What follows belongs to an exercise in optimizing a design on an open flow for small area, a short achievable clock period and few clock cycles per item; a production flow would make more cautious choices. The RTL was checked by simulation tests, not by an equivalence proof against the original design. Power figures rest on the tool's default switching activity, not on a simulated workload.

==> run A: inputs <==
==> flow/design.v (excerpt) <==
module c64fc #(
    parameter integer RECLEN    = 88,
    parameter integer NONCE_OFF = 72
) (
    input  wire        clk,
    input  wire        rst,
    input  wire        cmd_valid,
    output wire        cmd_ready,
    input  wire [31:0] cmd_word,
    output wire        rsp_valid,
    input  wire        rsp_ready,
    output wire [3:0]  rsp_code,
    output wire [63:0] rsp_data,
    output wire        out_valid,
    input  wire        out_ready,
    output wire [7:0]  out_data
);
    localparam integer FLEN = RECLEN + 8;
    localparam integer NW   = 64;
    localparam integer NFB  = 8 + NONCE_OFF;      
    localparam [63:0] INIT    = 64'hFFFFFFFFFFFFFFFF;
    localparam [63:0] RESIDUE = 64'hFCACBEBD5931A992;
    localparam [63:0] POLY    = 64'h42F0E1EBA9EA3693;
    localparam [7:0]  CFG_NW  = NW;
    localparam [15:0] CFG_OFF = NONCE_OFF;
    localparam [15:0] CFG_LEN = RECLEN;
    localparam [63:0] CFG     = {24'd0, CFG_NW, CFG_OFF, CFG_LEN};
    localparam [63:0] K0 = 64'h005c8800ebaab96c, C0 = 64'hfbb6b4f93972e909;
    localparam [63:0] K1 = 64'h2f52ea887635232c, C1 = 64'hbb2c2b64b110e726;
    localparam [63:0] K2 = 64'h5e404c10d0958ced, C2 = 64'h7a838bc229b6f557;
    localparam [63:0] K3 = 64'h714e2e984d0a16ad, C3 = 64'h3a19145fa1d4fb78;
    localparam [1:0] M_IDLE = 2'd0, M_RUN = 2'd1, M_EMIT = 2'd2, M_FAULT = 2'd3;
    localparam [3:0] R_OK = 4'd0, R_ILLEGAL = 4'd1, R_BUSY = 4'd2,
                     R_NOVALUE = 4'd3, R_FAULT = 4'd4;
    localparam [7:0] OP_CRC_INIT = 8'h10, OP_CRC_UPDB = 8'h11, OP_CRC_UPDM = 8'h12,
                     OP_CRC_VAL  = 8'h13, OP_CRC_STB  = 8'h14, OP_CRC_RES  = 8'h15,
                     OP_CRC_BYTE = 8'h16, OP_FB_WR    = 8'h20, OP_FB_RD    = 8'h21,
                     OP_COMPOSE  = 8'h30, OP_PARSE    = 8'h31, OP_PR_RD    = 8'h32,
                     OP_STEP     = 8'h40, OP_RUN      = 8'h41, OP_CSR_RD   = 8'h50;
    localparam [1:0] C_WAIT = 2'd0, C_BUSY = 2'd1, C_RSP = 2'd2;
  ...
make LEC_CHECK=0 ABC_AREA=1 CAP_MARGIN=20 CORE_MARGIN=2 CORE_UTILIZATION=57 PLACE_DENSITY=0.72 SETUP_SLACK_MARGIN=4.6 SLEW_MARGIN=20 finish   # period 8.0 ns
run.sh (not shown) runs the stock make flow with config.mk's settings and CLKGATE_MAP_FILE= SYNTH_SCRIPT=/design/flow/synth_recipe.tcl, a recipe that flattens the netlist after the stock synthesis.
==> inputs of run E, as changes to run A <==
Settings changed: CORE_UTILIZATION 57 to 65, PLACE_DENSITY 0.72 to 0.8, SETUP_SLACK_MARGIN 4.6 to 5.
==> results.json <==
{
  "holdCritStartpoint": "pr[90]",
  "top_layer": "met5",
  "core_region_area_um2": 165000,
  "status": "finished clean",
  "clk_share_pct": 5.94,
  "grtUsageMet3_pct": 12.1,
  "multi_input_area_share_pct": 32.5,
  "cp_cell_sequence": "buf_4, clkinvlp_4, nand2_1, nand2_4, nand2_1, nand2_4, buf_4, xor2_4, inv_1, nand2_1, nand2_1, xor2_2, nand2_1, nand2_1, nand2_1, nand3_1, nand2_1, nand2_1, nand2_1, inv_1, nand2_1, nand3_1, nand2_1",
  "track_usage_pct": 42.6,
  "non_clock_inverter_count": 778
}
(the above is from run A)
==> results.json <==
{
  "grt-ovfl-total": 3,
  "grtUsageMet3_pct": 51.9,
  "clockBufferDepth": 3,
  "die_w_um": 386,
  "grt.met1_usage_pct": 70.8,
  "status": "stopped before the end",
  "postCtsHoldBufs": 0,
  "htreeDepth": 4,
  "stop_error": "[ERROR GRT-0116] Global routing finished with congestion. Check the congestion regions in the DRC Viewer.",
  "place_ws_ns": 2.79,
  "lastStage": "global routing (5_1_grt)",
  "grt_pass1_wl_mm": 712,
  "initial_core_util_pct": 65.3,
  "track_usage_pct": 68.0,
  "grt_util_met2_pct": 83.4,
  "synth_area_um2": 95000,
  "yosys_register_bits": 1988,
  "die_h_um": 386
}
(the above is from run E)
Testbench counts of run A, summed over its fixed seeds: cycles 4,308, items 14,430.
Testbench counts of run E, summed over its fixed seeds: cycles 4,308, items 14,430.

* * *

==> inputs of run a <==
Starting RTL as in the previous note.
clock: 8.0 ns
lec_check: 0
abc_area: 1
cap_margin: 20
core_margin: 2
core_utilization: 50
cts_buf_list: sky130_fd_sc_hd__clkbuf_8
cts_cluster_size: 20
place_density: 0.7
setup_slack_margin: 5
slew_margin: 20
==> run b (differences from run a) <==
- CORE_UTILIZATION: 50 -> 57
- CTS_BUF_LIST: sky130_fd_sc_hd__clkbuf_8 -> unset
- CTS_CLUSTER_SIZE: 20 -> unset
- PLACE_DENSITY: 0.7 -> 0.72
==> run c (differences from run a) <==
- CTS_BUF_LIST: sky130_fd_sc_hd__clkbuf_8 -> unset
- CTS_CLUSTER_SIZE: 20 -> unset
==> notes <==
Run a completed with no timing, DRC or antenna violations. Run b completed with no timing, DRC or antenna violations. Run c finished clean. The lowest design area belongs to run a, the highest to run c. Setup slack: run c is better than run a (74 ps). Synthesized area is the same in run b and run a. The lowest routed wire length belongs to run a, the highest to run b. Utilization: run a < run c < run b.
==> figures <==
	run c	run b	run a
Met3 WL post-DR	47,200 um	57,200 um	48,600 um
Invs w/o clock	785	783	784
Termination of the worst setup path	tacc[15]	tacc[41]	tacc[55]
Slack of the worst reg-to-reg path	4500 ps	4540 ps	4420 ps
Insertion delay to the later sink of the worst-skew pair	940 ps	920 ps	1140 ps
Comb_multi_in	6,075	6,073	6,072
Final design instance area without fill	0.120 mm^2	0.119 mm^2	0.119 mm^2
Outcome	finished clean	finished clean	finished clean
Power Dens Cells	304 mW/mm^2	303 mW/mm^2	302 mW/mm^2
Share of the clock period used by the worst path after layout	43.8%	43.2%	44.7%
Multi-input logic portion of the cell area	33.0%	33.1%	33.0%
Testbench counts of run a, summed over its fixed seeds: cycles 4,308, items 14,430.
Testbench counts of run b, summed over its fixed seeds: cycles 4,308, items 14,430.
Testbench counts of run c, summed over its fixed seeds: cycles 4,308, items 14,430.

## static timing again, ports no longer ideal
The flow's constraints put no driver on any port. The routed layouts listed below were extracted and timed again, unchanged, in two steps. Step 1 (the two cells are an assumption about what drives the block):
set clk [get_ports {clk}]
set_driving_cell -lib_cell sky130_fd_sc_hd__clkbuf_16 $clk
set_driving_cell -lib_cell sky130_fd_sc_hd__buf_2 [delete_from_list [all_inputs] $clk]
Step 2 also shifts input and output timing later by t, the mid clock arrival at the registers, as if the neighbouring blocks saw the same clock. Three values: ideal, step 1, step 2; two values: the first two.
run	t (ns)	slack for setup (ns)	clock arrival spread, ns	worst data-port slew with drivers (ns)
run A of note 1	0.939	4.307 / 4.307 / 3.727	0.115 / 0.115	0.04
run a of note 2	1.174	4.423 / 4.409 / 3.837	0.159 / 0.158	0.05
run b of note 2	0.953	4.544 / 4.544 / 4.056	0.119 / 0.118	0.06
run c of note 2	0.988	4.497 / 4.497 / 4.055	0.113 / 0.113	0.06
After both steps every run listed still meets setup and hold. The setup slack of run a of note 2, which loses most, moves by -0.014 ns with the drivers and by -0.586 ns with both steps.
